This is an optimization exercise on Yosys and OpenROAD, whose aim is a short achievable clock period and few clock cycles per item, not a production implementation. Only simulation tests tie the RTL to the original design; equivalence was not proved. Power and IR drop assume default switching activity.

==> design.v <==
`timescale 1ns/1ps
`default_nettype none
module apex_core (
    input  wire        clk,
    input  wire        rst,           
    output wire [31:0] imem_addr,     
    input  wire [63:0] imem_rdata,    
    output wire        dmem_re,       
    output wire        dmem_we,       
    output wire [31:0] dmem_addr,     
    output wire [31:0] dmem_wdata,
    input  wire [31:0] dmem_rdata,    
    output wire        halted
);
    localparam [31:0] CODE_BASE = 32'd4000;
    localparam S_VAL = 0, S_XM = 1, S_X = 2, S_Y = 3, S_M0 = 4, S_MR = 5,
               S_W2 = 6, S_W1 = 7, S_WA = 8, S_WB = 9;
    reg  [31:0] pc;
    reg         d_st, d_ld, d_mv, d_add, d_sub, d_and, d_or, d_xor, d_mul;
    reg         d_bz, d_bnz, d_jmp, d_halt;
    reg  [4:0]  d_rd;
    reg  [31:0] d_imm, d_pc, d_pc4;
    reg         d_pred;                 
    reg  [31:0] d_v1, d_v2;
    reg  [9:0]  d_s1, d_s2;
    reg         x_wen;                  
    reg  [4:0]  x_rd;
    reg         x_mv, x_add, x_sub, x_and, x_or, x_xor, x_ld, x_mul;
    reg  [31:0] x_a, x_b;
    reg  [31:0] xm_a, xm_b;                 
    reg         x_re, x_we;
    reg         x_jmp;                  
    reg  [31:0] x_addr, x_wdata;
    reg         y_wen;
    reg  [4:0]  y_rd;
    reg  [31:0] y_res;
    reg         m1_v, m2_v, m3_v;
    reg  [4:0]  m1_rd, m2_rd, m3_rd;
    reg  [31:0] m1r0, m1r1, m1r2, m1r3, m1r4, m1r5, m1r6;
    reg  [31:0] m2r0, m2r1;
    reg  [31:0] mul_res;
    reg  [31:0] wa_res, wb_res;             
    reg         z;
    reg         halted_r;
    reg         rst_q;
    reg  [31:0] rf [0:31];
    assign halted     = halted_r;
    assign imem_addr  = pc;
    assign dmem_re    = x_re;
    assign dmem_we    = x_we;
    assign dmem_addr  = x_addr;
    assign dmem_wdata = x_wdata;
    genvar gi;
    wire [31:0] sum, diff;
    apex_add32 u_sum  (.a(x_a), .b(x_b), .s(sum));
    apex_sub32 u_diff (.a(x_a), .b(x_b), .s(diff));
    wire        z_add, z_sub;
    apex_zfast u_zf (.a(x_a), .b(x_b), .z_add(z_add), .z_sub(z_sub));
    wire z_mul;
    apex_mulzero u_mz (.a(xm_a), .b(xm_b), .z(z_mul));
    wire [31:0] x_res = ({32{x_add}} & sum)  | ({32{x_sub}} & diff) |
                        ({32{x_and}} & (x_a & x_b)) |
                        ({32{x_or}}  & (x_a | x_b)) |
                        ({32{x_xor}} & (x_a ^ x_b)) |
                        ({32{x_mv}}  & x_a) |
                        ({32{x_ld}}  & dmem_rdata);
    wire [223:0] l4;
    wire [63:0]  l8;
    apex_mul_a u_ma (.a(xm_a), .b(xm_b), .rows(l4));
    apex_mul_b u_mb (.r0(m1r0), .r1(m1r1), .r2(m1r2), .r3(m1r3), .r4(m1r4), .r5(m1r5),
                     .r6(m1r6), .s(l8[31:0]), .c(l8[63:32]));
    wire [31:0] product;
    apex_add32 u_prod (.a(m2r0), .b(m2r1), .s(product));
    wire d_alu  = d_add | d_sub | d_and | d_or | d_xor;
    wire d_use1 = d_st | d_alu | d_mul;           
    wire d_use2 = d_alu | d_mul;                  
    wire d_wen  = d_ld | d_mv | d_alu;            
    wire d_wany = d_wen | d_mul;
    wire d_agu  = d_st | d_ld | d_jmp;
    wire d_ab2  = d_st;                           
    wire [31:0] early1 = ({32{d_s1[S_VAL]}} & d_v1) | ({32{d_s1[S_XM]}} & x_a) |
                         ({32{d_s1[S_Y]}}   & y_res) | ({32{d_s1[S_MR]}} & mul_res) |
                         ({32{d_s1[S_WA]}}  & wa_res) | ({32{d_s1[S_WB]}} & wb_res);
    wire [31:0] early2 = ({32{d_s2[S_VAL]}} & d_v2) | ({32{d_s2[S_XM]}} & x_a) |
                         ({32{d_s2[S_Y]}}   & y_res) | ({32{d_s2[S_MR]}} & mul_res) |
                         ({32{d_s2[S_WA]}}  & wa_res) | ({32{d_s2[S_WB]}} & wb_res);
    wire [31:0] op1 = d_s1[S_X] ? x_res : d_s1[S_M0] ? product : early1;
    wire [31:0] op2 = d_s2[S_X] ? x_res : d_s2[S_M0] ? product : early2;
    wire [31:0] pre1 = d_mv ? d_imm : early1;
    wire [31:0] xa_d = (d_s1[S_X] & ~d_mv) ? x_res :
                       (d_s1[S_M0] & ~d_mv) ? product : pre1;
    wire e1 = d_s1[S_VAL] | d_s1[S_XM] | d_s1[S_Y] | d_s1[S_MR] |
              d_s1[S_WA] | d_s1[S_WB];
    wire e2 = d_s2[S_VAL] | d_s2[S_XM] | d_s2[S_Y] | d_s2[S_MR] |
              d_s2[S_WA] | d_s2[S_WB];
    wire a1 = e1 | d_s1[S_X] | d_s1[S_M0];
    wire a2 = e2 | d_s2[S_X] | d_s2[S_M0];
    wire [31:0] base = d_ab2 ? early2 : early1;
    wire        base_ok = d_ab2 ? e2 : e1;
    wire [31:0] agu;
    apex_add32 u_agu (.a(base), .b(d_imm), .s(agu));
    wire d_go = ~(d_use1 & ~a1) & ~(d_use2 & ~a2) & ~(d_agu & ~base_ok);
    wire z_now = (x_add | x_sub) ? (x_add ? z_add : z_sub) :
                 x_mul ? z_mul : z;
    wire br_taken = (d_bz & z_now) | (d_bnz & ~z_now);
    wire br_late  = br_taken & ~d_pred;               
    wire br_undo  = (d_bz | d_bnz) & ~br_taken & d_pred;    
    wire taken    = br_late | br_undo;                
    wire [31:0] br_target = d_pc + d_imm;
    wire kill_x  = d_go & d_wany & (d_rd == x_rd);
    wire kill_m1 = d_go & d_wany & (d_rd == m1_rd);
    wire kill_m2 = d_go & d_wany & (d_rd == m2_rd);
    wire [3:0] f_op  = imem_rdata[63:60];
    wire [4:0] f_rs1 = imem_rdata[54:50];
    wire [4:0] f_rs2 = imem_rdata[49:45];
    wire       f_ok  = ~taken & ~d_jmp & ~x_jmp & ~d_halt & ~halted_r;
    wire       f_short = (imem_rdata[31:7] == 25'd0) | (imem_rdata[31:7] == {25{1'b1}});
    wire       f_pred  = f_short & ((f_op == 4'd9) | ((f_op == 4'd10) & imem_rdata[31]));
    wire [31:0] f_target;
    apex_ftarget u_ftgt (.pc(pc), .imm(imem_rdata[31:0]), .target(f_target));
    wire [31:0] pc4 = pc + 32'd4;
    wire        d_br = d_bz | d_bnz;
    wire        sel_j = ~rst & x_jmp;
    wire        sel_f = ~rst & ~x_jmp & d_go & f_pred & ~taken;
    wire        sel_r = ~sel_f & ~sel_j;
    wire        sel_bt = d_go & br_late;    
    wire        sel_bu = d_go & br_undo;
    wire        sel_4  = d_go & ~taken;
    wire        sel_h  = ~d_go;
    wire [31:0] pc_rest = rst ? CODE_BASE :
                          ({32{sel_bt}} & br_target) | ({32{sel_bu}} & d_pc4) |
                          ({32{sel_4}}  & pc4)       | ({32{sel_h}}  & pc);
    wire [31:0] pc_d  = ({32{sel_f}} & f_target) | ({32{sel_j}} & x_addr) |
                        ({32{sel_r}} & pc_rest);
    wire [1023:0] rf_q;
    generate
        for (gi = 0; gi < 32; gi = gi + 1) begin : g_rfq
            assign rf_q[32*gi +: 32] = rf[gi];
        end
    endgenerate
    wire [31:0] rf1, rf2;
    apex_rfread u_rd1 (.q(rf_q), .a(f_rs1), .d(rf1));
    apex_rfread u_rd2 (.q(rf_q), .a(f_rs2), .d(rf2));
    wire [31:0] rv1 = rf1 & {32{~rst_q}};
    wire [31:0] rv2 = rf2 & {32{~rst_q}};
    function [9:0] fstate;
        input [4:0] rs;
        begin
            fstate = 10'd0;
            if (d_wany & (d_rd == rs)) begin
                if (d_mul)      fstate[S_W2] = 1'b1;
                else if (d_mv)  fstate[S_XM] = 1'b1;
                else            fstate[S_X]  = 1'b1;
            end else if (x_wen & (x_rd == rs))
                fstate[S_Y] = 1'b1;
            else if (x_mul & (x_rd == rs))
                fstate[S_W1] = 1'b1;
            else if (y_wen & (y_rd == rs))
                fstate[S_WA] = 1'b1;
            else if (m1_v & (m1_rd == rs))
                fstate[S_M0] = 1'b1;
            else if (m2_v & (m2_rd == rs))
                fstate[S_MR] = 1'b1;
            else if (m3_v & (m3_rd == rs))
                fstate[S_WB] = 1'b1;
            else
                fstate[S_VAL] = 1'b1;
        end
    endfunction
    wire [9:0] f_s1 = fstate(f_rs1);
    wire [9:0] f_s2 = fstate(f_rs2);
    function [9:0] hstate;
        input [9:0] s;
        input       avail;
        begin
            hstate = 10'd0;
            if (avail)          hstate[S_VAL] = 1'b1;
            else if (s[S_W2])   hstate[S_W1]  = 1'b1;
            else                hstate[S_M0]  = 1'b1;
        end
    endfunction
    integer i;
    always @(posedge clk) begin
        if (rst) begin
            d_st <= 1'b0; d_ld <= 1'b0; d_mv <= 1'b0; d_add <= 1'b0;
            d_sub <= 1'b0; d_and <= 1'b0; d_or <= 1'b0; d_xor <= 1'b0;
            d_mul <= 1'b0; d_bz <= 1'b0; d_bnz <= 1'b0; d_jmp <= 1'b0;
            d_halt <= 1'b0;
            x_wen <= 1'b0; x_mv <= 1'b0; x_add <= 1'b0; x_sub <= 1'b0;
            x_and <= 1'b0; x_or <= 1'b0; x_xor <= 1'b0; x_ld <= 1'b0;
            x_mul <= 1'b0; x_re <= 1'b0; x_we <= 1'b0; x_jmp <= 1'b0;
            y_wen <= 1'b0;
            m1_v <= 1'b0; m2_v <= 1'b0; m3_v <= 1'b0;
            z        <= 1'b0;
            halted_r <= 1'b0;
        end else begin
            m3_v    <= m2_v & ~kill_m2;
            m2_v  <= m1_v & ~kill_m1;
            y_wen <= x_wen;
            m1_v  <= x_mul & ~kill_x;
            if (x_add | x_sub | x_mul)
                z <= z_now;
            x_wen  <= d_go & d_wen;
            x_mv   <= d_go & d_mv;
            x_add  <= d_go & d_add;
            x_sub  <= d_go & d_sub;
            x_and  <= d_go & d_and;
            x_or   <= d_go & d_or;
            x_xor  <= d_go & d_xor;
            x_ld   <= d_go & d_ld;
            x_mul  <= d_go & d_mul;
            x_re   <= d_go & d_ld;
            x_we   <= d_go & d_st;
            x_jmp  <= d_go & d_jmp;
            if (d_go) begin
                if (d_halt)
                    halted_r <= 1'b1;
                d_st   <= f_ok & (f_op == 4'd0);
                d_ld   <= f_ok & (f_op == 4'd1);
                d_mv   <= f_ok & (f_op == 4'd2);
                d_add  <= f_ok & (f_op == 4'd3);
                d_sub  <= f_ok & (f_op == 4'd4);
                d_and  <= f_ok & (f_op == 4'd5);
                d_or   <= f_ok & (f_op == 4'd6);
                d_xor  <= f_ok & (f_op == 4'd7);
                d_mul  <= f_ok & (f_op == 4'd8);
                d_bz   <= f_ok & (f_op == 4'd9);
                d_bnz  <= f_ok & (f_op == 4'd10);
                d_jmp  <= f_ok & (f_op == 4'd11);
                d_halt <= f_ok & (f_op == 4'd12);
            end
        end
    end
    always @(posedge clk) begin
        rst_q <= rst;
        if (rst_q) begin
            for (i = 0; i < 32; i = i + 1)
                rf[i] <= 32'd0;
        end else begin
            if (m3_v)
                rf[m3_rd] <= mul_res;
            if (y_wen)
                rf[y_rd] <= y_res;
        end
    end
    always @(posedge clk) begin
        pc      <= pc_d;
        m3_rd   <= m2_rd;
        mul_res <= product;
        wa_res  <= y_res;
        wb_res  <= mul_res;
        m2_rd   <= m1_rd;
        m2r0    <= l8[31:0];
        m2r1    <= l8[63:32];
        y_rd    <= x_rd;
        y_res   <= x_res;
        m1_rd   <= x_rd;
        m1r0 <= l4[31:0]; m1r1 <= l4[63:32]; m1r2 <= l4[95:64]; m1r3 <= l4[127:96];
        m1r4 <= l4[159:128]; m1r5 <= l4[191:160]; m1r6 <= l4[223:192];
        x_rd    <= d_rd;
        x_a     <= xa_d;
        x_b     <= op2;
        if (d_go & d_mul) begin
            xm_a <= op1;
            xm_b <= op2;
        end
        x_addr  <= agu;
        x_wdata <= op1;
        if (d_go) begin
            d_rd   <= imem_rdata[59:55];
            d_imm  <= imem_rdata[31:0];
            d_pc   <= pc;
            d_pc4  <= pc4;
            d_pred <= f_pred;
            d_v1   <= rv1;
            d_v2   <= rv2;
            d_s1   <= f_s1;
            d_s2   <= f_s2;
        end else begin
            if (a1) d_v1 <= op1;
            if (a2) d_v2 <= op2;
            d_s1 <= hstate(d_s1, a1);
            d_s2 <= hstate(d_s2, a2);
        end
    end
endmodule
module apex_ftarget (
    input  wire [31:0] pc,
    input  wire [31:0] imm,
    output wire [31:0] target
);
    wire [7:0]  lo;
    wire        co;
    apex_addks #(.W(8)) u_lo (.a(pc[7:0]), .b(imm[7:0]), .s(lo), .co(co));
    wire [23:0] hi_p = pc[31:8] + 24'd1;
    wire [23:0] hi_m = pc[31:8] - 24'd1;
    wire        s_pc = imm[31] ~^ co;
    wire        s_p  = ~imm[31] & co;
    wire        s_m  = imm[31] & ~co;
    assign target = {({24{s_pc}} & pc[31:8]) | ({24{s_p}} & hi_p) | ({24{s_m}} & hi_m), lo};
endmodule
module apex_mul_a (
    input  wire [31:0]  a,
    input  wire [31:0]  b,
    output wire [223:0] rows
);
    genvar gi;
    wire [31:0] l0 [0:31];
    wire [31:0] l1 [0:21];
    wire [31:0] l2 [0:14];
    wire [31:0] l3 [0:9];
    wire [31:0] l4 [0:6];
    generate
        for (gi = 0; gi < 32; gi = gi + 1) begin : g_pp
            assign l0[gi] = b[gi] ? (a << gi) : 32'd0;
        end
        for (gi = 0; gi < 10; gi = gi + 1) begin : g_l1
            assign l1[2*gi]   = l0[3*gi] ^ l0[3*gi+1] ^ l0[3*gi+2];
            assign l1[2*gi+1] = {((l0[3*gi] & l0[3*gi+1]) | (l0[3*gi] & l0[3*gi+2]) |
                                  (l0[3*gi+1] & l0[3*gi+2])), 1'b0};
        end
        assign l1[20] = l0[30];
        assign l1[21] = l0[31];
        for (gi = 0; gi < 7; gi = gi + 1) begin : g_l2
            assign l2[2*gi]   = l1[3*gi] ^ l1[3*gi+1] ^ l1[3*gi+2];
            assign l2[2*gi+1] = {((l1[3*gi] & l1[3*gi+1]) | (l1[3*gi] & l1[3*gi+2]) |
                                  (l1[3*gi+1] & l1[3*gi+2])), 1'b0};
        end
        assign l2[14] = l1[21];
        for (gi = 0; gi < 5; gi = gi + 1) begin : g_l3
            assign l3[2*gi]   = l2[3*gi] ^ l2[3*gi+1] ^ l2[3*gi+2];
            assign l3[2*gi+1] = {((l2[3*gi] & l2[3*gi+1]) | (l2[3*gi] & l2[3*gi+2]) |
                                  (l2[3*gi+1] & l2[3*gi+2])), 1'b0};
        end
        for (gi = 0; gi < 3; gi = gi + 1) begin : g_l4
            assign l4[2*gi]   = l3[3*gi] ^ l3[3*gi+1] ^ l3[3*gi+2];
            assign l4[2*gi+1] = {((l3[3*gi] & l3[3*gi+1]) | (l3[3*gi] & l3[3*gi+2]) |
                                  (l3[3*gi+1] & l3[3*gi+2])), 1'b0};
        end
        assign l4[6] = l3[9];
    endgenerate
    assign rows = {l4[6], l4[5], l4[4], l4[3], l4[2], l4[1], l4[0]};
endmodule
module apex_mul_b (
    input  wire [31:0] r0, r1, r2, r3, r4, r5, r6,
    output wire [31:0] s,
    output wire [31:0] c
);
    wire [31:0] l5 [0:4];
    wire [31:0] l6 [0:3];
    wire [31:0] l7 [0:2];
    wire [31:0] l8 [0:1];
    assign l5[0] = r0 ^ r1 ^ r2;
    assign l5[1] = {((r0 & r1) | (r0 & r2) | (r1 & r2)), 1'b0};
    assign l5[2] = r3 ^ r4 ^ r5;
    assign l5[3] = {((r3 & r4) | (r3 & r5) | (r4 & r5)), 1'b0};
    assign l5[4] = r6;
    assign l6[0] = l5[0] ^ l5[1] ^ l5[2];
    assign l6[1] = {((l5[0] & l5[1]) | (l5[0] & l5[2]) | (l5[1] & l5[2])), 1'b0};
    assign l6[2] = l5[3];
    assign l6[3] = l5[4];
    assign l7[0] = l6[0] ^ l6[1] ^ l6[2];
    assign l7[1] = {((l6[0] & l6[1]) | (l6[0] & l6[2]) | (l6[1] & l6[2])), 1'b0};
    assign l7[2] = l6[3];
    assign l8[0] = l7[0] ^ l7[1] ^ l7[2];
    assign l8[1] = {((l7[0] & l7[1]) | (l7[0] & l7[2]) | (l7[1] & l7[2])), 1'b0};
    assign s = l8[0];
    assign c = l8[1];
endmodule
module apex_mulzero (
    input  wire [31:0] a,
    input  wire [31:0] b,
    output wire        z
);
    genvar gi;
    wire [32:0] tza, tzb;      
    assign tza[0] = 1'b1;
    assign tzb[0] = 1'b1;
    generate
        for (gi = 1; gi <= 32; gi = gi + 1) begin : g_tz
            assign tza[gi] = tza[gi-1] & ~a[gi-1];
            assign tzb[gi] = tzb[gi-1] & ~b[gi-1];
        end
    endgenerate
    wire [32:0] tzab;
    generate
        for (gi = 0; gi <= 32; gi = gi + 1) begin : g_tzab
            assign tzab[gi] = tza[gi] & tzb[32-gi];
        end
    endgenerate
    assign z = |tzab;
endmodule
module apex_zfast (
    input  wire [31:0] a,
    input  wire [31:0] b,
    output wire        z_add,
    output wire        z_sub
);
    assign z_add = &(~(a ^ b ^ {a[30:0] | b[30:0], 1'b0}));
    assign z_sub = (a == b);
endmodule
module apex_rfread (
    input  wire [1023:0] q,
    input  wire [4:0]    a,
    output wire [31:0]   d
);
    assign d = q[32*a +: 32];
endmodule
module apex_addks #(parameter W = 12) (
    input  wire [W-1:0] a,
    input  wire [W-1:0] b,
    output wire [W-1:0] s,
    output wire         co
);
    localparam L = (W > 16) ? 5 : (W > 8) ? 4 : (W > 4) ? 3 : (W > 2) ? 2 : 1;
    wire [W-1:0] p0 = a ^ b;
    wire [W*(L+1)-1:0] G, P;
    assign G[W-1:0] = a & b;
    assign P[W-1:0] = p0;
    genvar l, k;
    generate
        for (l = 0; l < L; l = l + 1) begin : g_lvl
            for (k = 0; k < W; k = k + 1) begin : g_bit
                if (k >= (1 << l)) begin : g_op
                    assign G[W*(l+1)+k] = G[W*l+k] | (P[W*l+k] & G[W*l+k-(1<<l)]);
                    assign P[W*(l+1)+k] = P[W*l+k] & P[W*l+k-(1<<l)];
                end else begin : g_pass
                    assign G[W*(l+1)+k] = G[W*l+k];
                    assign P[W*(l+1)+k] = P[W*l+k];
                end
            end
        end
    endgenerate
    assign s  = p0 ^ {G[W*L+W-2:W*L], 1'b0};
    assign co = G[W*L+W-1];
endmodule
module apex_add32 (
    input  wire [31:0] a,
    input  wire [31:0] b,
    output wire [31:0] s
);
    wire [31:0] p0 = a ^ b;
    wire [191:0] G, P;
    assign G[31:0] = a & b;
    assign P[31:0] = p0;
    genvar l, k;
    generate
        for (l = 0; l < 5; l = l + 1) begin : g_lvl
            for (k = 0; k < 32; k = k + 1) begin : g_bit
                if (k >= (1 << l)) begin : g_op
                    assign G[32*(l+1)+k] = G[32*l+k] | (P[32*l+k] & G[32*l+k-(1<<l)]);
                    assign P[32*(l+1)+k] = P[32*l+k] & P[32*l+k-(1<<l)];
                end else begin : g_pass
                    assign G[32*(l+1)+k] = G[32*l+k];
                    assign P[32*(l+1)+k] = P[32*l+k];
                end
            end
        end
    endgenerate
    assign s = p0 ^ {G[32*5+30:32*5], 1'b0};
endmodule
module apex_sub32 (
    input  wire [31:0] a,
    input  wire [31:0] b,
    output wire [31:0] s
);
    wire [31:0] nb = ~b;
    wire [31:0] p0 = a ^ nb;
    wire [191:0] G, P;
    assign G[31:0] = {a[31:1] & nb[31:1], a[0] | nb[0]};
    assign P[31:0] = p0;
    genvar l, k;
    generate
        for (l = 0; l < 5; l = l + 1) begin : g_lvl
            for (k = 0; k < 32; k = k + 1) begin : g_bit
                if (k >= (1 << l)) begin : g_op
                    assign G[32*(l+1)+k] = G[32*l+k] | (P[32*l+k] & G[32*l+k-(1<<l)]);
                    assign P[32*(l+1)+k] = P[32*l+k] & P[32*l+k-(1<<l)];
                end else begin : g_pass
                    assign G[32*(l+1)+k] = G[32*l+k];
                    assign P[32*(l+1)+k] = P[32*l+k];
                end
            end
        end
    endgenerate
    assign s = p0 ^ {G[32*5+30:32*5], 1'b1};
endmodule
`default_nettype wire
==> flow/run.sh <==
#!/bin/bash
set -euo pipefail
bash standard.sh SETUP_SLACK_MARGIN=6.5 MATCH_CELL_FOOTPRINT=0 finish > flow_standard.log 2>&1
==> standard.sh <==
#!/bin/bash
# synth_recipe.tcl (not shown) runs the flow's synth.tcl, then flattens the netlist and writes it again
# the make line also repeats each setting of config.mk as NAME=value (left out here)
make -C /OpenROAD-flow-scripts/flow DESIGN_CONFIG=/design/flow/config.mk WORK_HOME=/design/flow/orfs CLKGATE_MAP_FILE= SYNTH_SCRIPT=/design/flow/synth_recipe.tcl "${@:-finish}"
==> config.mk <==
export PLATFORM = sky130hd
export DESIGN_NAME = apex_core
export DESIGN_NICKNAME = apex_core
export VERILOG_FILES = /design/flow/design.v
export SDC_FILE = /design/flow/constraint.sdc
export NUM_CORES = 4
export LEC_CHECK = 0
export ABC_AREA = 0
export CAP_MARGIN = 30
export CORE_MARGIN = 2
export CORE_UTILIZATION = 40
export PLACE_DENSITY = 0.6
export SLEW_MARGIN = 30
==> constraint.sdc <==
create_clock -name core_clock -period 10.0 [get_ports {clk}]
set_input_delay 2.0000 -clock core_clock [delete_from_list [all_inputs] [get_ports {clk}]]
set_output_delay 2.0000 -clock core_clock [all_outputs]
set_load 0.01 [all_outputs]
==> results of run 1 <==
## report_power, final
group | internal, mW | switching, mW | total, mW | leakage (nW)
Sequential | 8.52 | 0.496 | 9.02 | 17.5
Combinational | 2.30 | 3.72 | 6.02 | 30.6
Clock | 4.51 | 3.27 | 7.77 | 3.31
## cells by family (layout without fill, tap and decap cells)
group           after synthesis  in the layout  synth area share [%]
mux                         809            811                  14.8
xor+xnor                    325            325                  2.60
simple gates               1551           1552                  7.23
buf+inv                    1513           1948                  5.24
fa+ha+maj                   706            706                  10.9
other cells                   0              5                     0
flops                      1781           1781                  43.9
compound gates             2142           2144                  15.3
## cell type report
cell class / count / area [µm²] / area share [%]
flip-flops and latches: 1781 / 48500 / 36.5
diodes: 5 / 12.5 / 0.00942
repair buffers: 995 / 11100 / 8.36
clock inverters: 117 / 1170 / 0.878
well taps: 3589 / 4490 / 3.38
multi-input cells: 5538 / 59700 / 44.9
repair inverters: 2 / 22.5 / 0.0170
inverters: 578 / 2240 / 1.69
clock buffers: 256 / 5580 / 4.20
## what timing repair did
item / 4_1_cts / 5_1_grt
hold buffers: 0 / 0
resized for setup: 1046 / 416
cloned: 62 / 24
buffers inserted: 288 / 169
pin swaps: 162 / 223
setup endpoints to repair: 1097 / 603
## layer usage
layer	GRT usage, %	up-vias
li1	-	34000
met1	39.3	43900
met2	47.8	6701
met3	9.30	1601
met4	18.7	22
met5	0	-
## synth_stat cells, types with 27 or more instances
cell type | instances | share of area (%)
edfxtp_1 | 1252 | 34
a22o_1 | 1034 | 8.3
clkbuf_1 | 782 | 2.7
mux4_2 | 640 | 13
inv_1 | 572 | 2.0
dfxtp_1 | 529 | 9.7
fa_1 | 419 | 7.6
and2_1 | 397 | 2.3
nand2_1 | 380 | 1.3
ha_1 | 287 | 3.3
nor2_1 | 276 | 0.94
a22oi_1 | 233 | 1.6
a21oi_1 | 213 | 0.97
xnor2_1 | 206 | 1.6
o21ai_0 | 166 | 0.76
nand3_1 | 122 | 0.56
xor2_1 | 119 | 0.95
buf_1 | 118 | 0.40
nor3_1 | 114 | 0.52
mux2i_1 | 96 | 0.88
a21o_1 | 85 | 0.58
mux2_2 | 72 | 0.74
or3_1 | 44 | 0.25
nand4_1 | 41 | 0.23
nor4_1 | 41 | 0.23
o211ai_1 | 40 | 0.27
o21a_1 | 39 | 0.27
o31ai_1 | 34 | 0.23
a221o_1 | 31 | 0.28
a211oi_1 | 30 | 0.21
buf_2 | 27 | 0.12
## final timing paths
kind	from	end
max reg2reg	x_a[0]$_DFF_P_	d_v1[26]$_DFFE_PP_
min	m1r0[3]$_DFF_P_	m2r0[3]$_DFF_P_
max	x_a[0]$_DFF_P_	d_v1[26]$_DFFE_PP_
min reg2reg	m1r0[3]$_DFF_P_	m2r0[3]$_DFF_P_
==> metrics.yaml, run 1 <==
run_status:
  outcome: "finished clean"
route:
  highest_layer: "met5"
  ant_nets: 0
  m1WireLength_um: 160000
  drtIter0Drc: 12800
  wl_met2_um: 202000
  drt_wl_total_um: 457000
  drc: 0
  via_per_inst: 6.71
  route.vias.total: 86300
  avgRoutedWirePerCell_um: 35.5
  route.met3.wl_um: 61100
  drtPass1Iterations: 9
layout:
  finalCoreUtilization_pct: 48.6
  drive_above_1_share_pct: 28.1
  area.growth.synth_to_final_pct: 21.1
  regMostFlops: "rf"
  final_common_cell: "edfxtp_1"
  final_cells: 12900
  largest_reg_flops: 1024
  layout_common_cells: "edfxtp_1 (1252), a22o_1 (1034), mux4_2 (640), inv_1 (557), buf_4 (465)"
  n_fill_cell: 23400
  nets: 9906
  final_cell_area_um2: 133000
job:
  cap_viol_max_count: 0
setup_path:
  r2r_cells: 16
  cp.depth: 16
  ff2ff_setup_slack_ns: 5.96
  cp-end-kind: "flop"
  required_ns: 10.61
  crit_family: "compound AO/OA/AOI/OAI gates"
  crit_fanout: 4
  crit_path_max_incr_delay_ns: 0.48
  slowest_stage: "a221o_2"
  critPathKind: "flop to flop"
  start_kind: "flop"
  crit_arrival_ns: 4.65
  cp.buffers_inverters: 3
  crit_chain: "buf_12 > buf_6 > ha_4 > fa_2 > a21o_1 > a21oi_2 > o21a_1 > o21ai_4 > and4b_2 > o21ai_4 > a31oi_4 > buf_6 > mux2i_1 > a221o_2 > a21o_4 > o21a_1"
yosys:
  syn_avg_cell_area_um2: 12.4
  synth_cells: 8827
  ys_ff_latch: 1781
  synth_edf_count: 1252
  ys_types: 100
  synth_area_um2: 110000
  syn_nets: 9631
  synth_warnings: 3
  dominantRegCellSynth: "edfxtp_1"
  ys_seq_area_share_pct: 43.9
  synthArstFlopShare_pct: 0
global_routing:
  grt_max_degree: 65
  antenna_found_initial: 31
  grt_pass1_vias: 84800
  overflow: 0
  grt_usage_pct: 31.3
  grt_pass1_wl_um: 627000
floorplanning:
  rows: 192
  core_area_um2: 273000
  fp.dieArea_um2: 278000
  die_w_um: 528
  num_io_pins: 197
  initial_core_util_pct: 40.2
  dieHeight_um: 528
sta:
  fmax_ghz: 0.247
  rsz0062_at_grt: "true"
  fin_setup_tns_ns: 0
  fin_crit_ns: 4.04
  finalSetupViolations: 0
  setup_ws_ns: 5.96
  hold-worst-slack_ns: 0.329
  drv_slew: 0
  skew_ns: 0.150
  hold_viol: 0
  period_share_pct: 40.4
  worst_pin_slew_ns: 1.17
  slew_headroom_pct: 22.0
placed_design:
  portBuffers: 183
  dp_hpwl_um: 266000
  placed_cell_area_um2: 115000
  pre_cts_ws_ns: 4.08
  dp.cells: 11900
  place.gp.congestion: 0.957
clock_network:
  clkLatencyLatePin_ns: 0.93
  cts-root-buf: "clkbuf_16"
  cts_sinks: 1781
  htree_num_levels: 4
  cts_tree: "built"
  cts_buffers: 206
  cts.clk_slew.worst_paths_ns: 0.06
  clock_path_buffers: 4
power_and_ir_drop:
  finalPower_mw: 22.8
  leakagePower_nw: 51.4
  p_per_area_nw_per_um2: 172
  max-vdd-ir-drop_mv: 0.185
hold_path:
  hold_depth: 0
  hold_path_class: "flop to flop"
Testbench counts, summed over its fixed seeds: cycles 19,238, instrs 17,713.
==> inputs of run 2 (changes only) <==
==> flow/run.sh (replaced) <==
#!/bin/bash
set -euo pipefail
bash standard.sh SETUP_SLACK_MARGIN=6.5 finish > flow_standard.log 2>&1
--- a/config.mk
+++ b/config.mk
@@ -8,6 +8,6 @@
 export ABC_AREA = 0
-export CAP_MARGIN = 30
+export CAP_MARGIN = 25
 export CORE_MARGIN = 2
-export CORE_UTILIZATION = 40
-export PLACE_DENSITY = 0.6
-export SLEW_MARGIN = 30
+export CORE_UTILIZATION = 45
+export PLACE_DENSITY = 0.65
+export SLEW_MARGIN = 25
==> run 2 against run 1 <==
Compared with the run above:
- clock-buffer cell count grew 9
- still clean on timing, DRC and antenna
- largest power group unchanged
- register-to-register slack got worse by 0.14 ns
- global-route usage is 3.1 points higher
- first-iteration DRC count increased by 17%
- maximum frequency is 3.4% lower
- largest cell class unchanged
- setup slack worse by 0.14 ns
- sequential power is 0.8% lower
- highest routed layer unchanged
- synthesized cell count did not move
- non-clock buffer count increased by 6
- die area down 11%
- sequential cell count did not move
==> metrics.yaml, run 2 <==
yosys:
  syn_avg_cell_area_um2: 12.4
  synth_area_um2: 110000
  synthArstFlopShare_pct: 0
  yosysTopAreaCellShare_pct: 34.3
  syn_nets: 9631
  dominantRegCellSynth: "edfxtp_1"
  yosys-top-cells-area: "edfxtp_1 (34%), mux4_2 (13%), dfxtp_1 (9.7%)"
  ys_seq_area_share_pct: 43.9
  ys_ff_latch: 1781
  synth_warnings: 3
  synth_most_common_cell: "edfxtp_1"
  yosysTopAreaCell: "edfxtp_1"
  synth_common_cells: "edfxtp_1 (1252), a22o_1 (1034), clkbuf_1 (782), mux4_2 (640), inv_1 (572)"
  ys_types: 100
  synth_edf_count: 1252
  synth_cells: 8827
layout:
  largest_reg_flops: 1024
  n_fill_cell: 19500
  layout_common_cells: "edfxtp_1 (1252), a22o_1 (1034), mux4_2 (640), inv_1 (559), buf_4 (456)"
  multiInputGateArea_um2: 60000
  area.growth.synth_to_final_pct: 20.8
  final_common_cell: "edfxtp_1"
  drive_above_1_share_pct: 28.3
  nets: 9903
  regMostFlops: "rf"
  final_cells: 12500
  regArea_um2: 48600
clock_network:
  clkLatencyLatePin_ns: 0.91
  cts_buffers: 193
  clock_path_buffers: 3
  cts.clk_slew.worst_paths_ns: 0.07
  cts_sinks: 1781
  htree_num_levels: 4
  cts_tree: "built"
  cts-root-buf: "clkbuf_16"
  cts_hold_buf: 0
global_routing:
  grt_pass1_vias: 84800
  overflow: 0
  grt_usage_pct: 34.4
  grt_max_degree: 71
  antenna_found_initial: 19
  grt_pass1_wl_um: 617000
hold_path:
  hold_start: "m1r0[2]$_DFF_P_"
  hold_path_class: "flop to flop"
setup_path:
  crit_fanout: 6
  setup.worst_path.start: "d_s1[5]$_SDFF_PP0_"
  r2r_start: "d_s1[5]$_SDFF_PP0_"
  crit_arrival_ns: 4.96
  start_kind: "flop"
  critPathKind: "flop to flop"
  required_ns: 10.77
  cp-end-kind: "flop"
route:
  avgRoutedWirePerCell_um: 35.9
  route.vias.total: 87400
  drt_wl_total_um: 447000
  drtPass1Iterations: 9
  drc: 0
  via_per_inst: 7.01
  ant_nets: 0
  drtIter0Drc: 15000
placed_design:
  dp.cells: 11500
  dp_hpwl_um: 257000
  portBuffers: 183
  place.gp.congestion: 0.967
sta:
  fin_setup_tns_ns: 0
  fmax_ghz: 0.239
  fin_crit_ns: 4.18
  period_share_pct: 41.8
  finalSetupViolations: 0
  skew_ns: 0.0817
  drv_slew: 0
  hold_viol: 0
  rsz0062_at_grt: "true"
  worst_pin_slew_ns: 1.14
  slew_headroom_pct: 21.6
power_and_ir_drop:
  leakagePower_nw: 50.9
  max-vdd-ir-drop_mv: 0.214
  p_per_area_nw_per_um2: 169
floorplanning:
  core_area_um2: 243000
  fp.dieArea_um2: 248000
  initial_core_util_pct: 45.2
  rows: 181
  num_io_pins: 197
  die_w_um: 498
  dieHeight_um: 498
run_status:
  outcome: "finished clean"
job:
  cap_viol_max_count: 0
-- run 2: cell counts after synthesis --
Identical to the previous run, type by type.
-- run 2: worst paths after layout --
kind                                           end  cells after the start  slack, ns
worst min register to register     m2r0[2]$_DFF_P_                      0       0.33
worst min-delay path               m2r0[2]$_DFF_P_                      0       0.33
worst max register to register  x_addr[28]$_DFF_P_                     18       5.82
worst max-delay path            x_addr[28]$_DFF_P_                     18       5.82
-- run 2: timing repair --
action | in CTS | in global routing
endpoints found under the setup margin | 796 | 356
cloned | 66 | 15
gates resized for setup | 1156 | 440
pin swaps | 166 | 221
endpoints found under the hold margin | 0 | 0
setup buffers | 322 | 165
-- run 2: layout make-up --
cell class / count / area share, %
flip-flops and latches: 1781 / 36.7
diodes: 13 / 0.0246
repair buffers: 1001 / 8.50
clock inverters: 85 / 0.703
well taps: 3202 / 3.02
clock buffers: 265 / 4.13
inverters: 578 / 1.69
multi-input cells: 5542 / 45.3
repair inverters: 2 / 0.0113
-- run 2: routing by layer --
layer / vias to the layer above / share of wire [%] / global-route usage, %
li1: 34000 / - / -
met1: 44100 / 34 / 43.4
met2: 7528 / 44 / 52.4
met3: 1789 / 14 / 10.5
met4: 14 / 7.5 / 20.4
met5: - / 0.023 / 0
-- run 2: stage by stage --
stage / utilization [%] / power, mW / cell area (µm²) / setup WS [ns] / hold WS, ns
4_1_cts: 53.0 / 21.8 / 129000 / 5.94 / 0.318
6_report: 54.6 / 22.4 / 132000 / 5.82 / 0.334
3_3_place_gp: 47.2 / 13.9 / 115000 / 3.85 / 0.321
3_5_place_dp: 47.2 / 14.0 / 115000 / 3.91 / 0.314
5_1_grt: 54.6 / 23.0 / 132000 / 5.78 / 0.345
2_1_floorplan: - / 12.1 / 111000 / 5.46 / 0.310
-- run 2: critical path, cell delays in order (launching register included) --
cell and delay, ns:
dfxtp_4 0.36, buf_12 0.13, buf_4 0.16, a22oi_1 0.33
nand3_1 0.15, nor2_1 0.14, a41oi_2 0.10, ha_4 0.38
a21oi_2 0.08, o211ai_1 0.32, a41oi_2 0.16, buf_6 0.16
o31ai_4 0.31, a221o_1 0.26, a21oi_2 0.09, o211a_1 0.28
a21o_1 0.19, buf_4 0.14, a211o_1 0.27
-- run 2: where the power goes --
group | total [mW] | leakage (nW) | switching, mW | internal, mW
sequential | 8.95 | 17.5 | 0.424 | 8.53
clock | 7.36 | 3.12 | 3.24 | 4.12
combinational | 6.08 | 30.3 | 3.77 | 2.31
-- run 2: logic make-up after synthesis --
kind of cell / Yosys count / synth area share (%)
flops: 1781 / 43.9
fa+ha+maj: 706 / 10.9
xor+xnor: 325 / 2.60
mux: 809 / 14.8
simple gates: 1551 / 7.23
compound gates: 2142 / 15.3
buf+inv: 1513 / 5.24

## what the ideal ports hide
Ports are ideal in the flow. The routed layouts listed here were re-timed in OpenROAD.
Step 1 assumes that a clkbuf_16 drives the clock port and a buf_2 every other input.
Step 2 also shifts input and output timing later by t, the mid clock arrival at the registers, as if the neighbouring blocks saw the same clock.
Slacks: no drivers / after step 1 / after step 2; pairs: no drivers / after step 1.
| run | t, ns | setup WS [ns] | worst setup path at the end |
|---|---|---|---|
| run 1 | 0.956 | 5.958 / 5.958 / 5.026 | input to register |
| run 2 | 0.966 | 5.816 / 5.816 / 5.006 | input to register |
After both steps setup and hold are still met in every run listed. The setup slack of run 1, which loses most, moves by 0.000 ns with the drivers and by -0.932 ns with both steps.
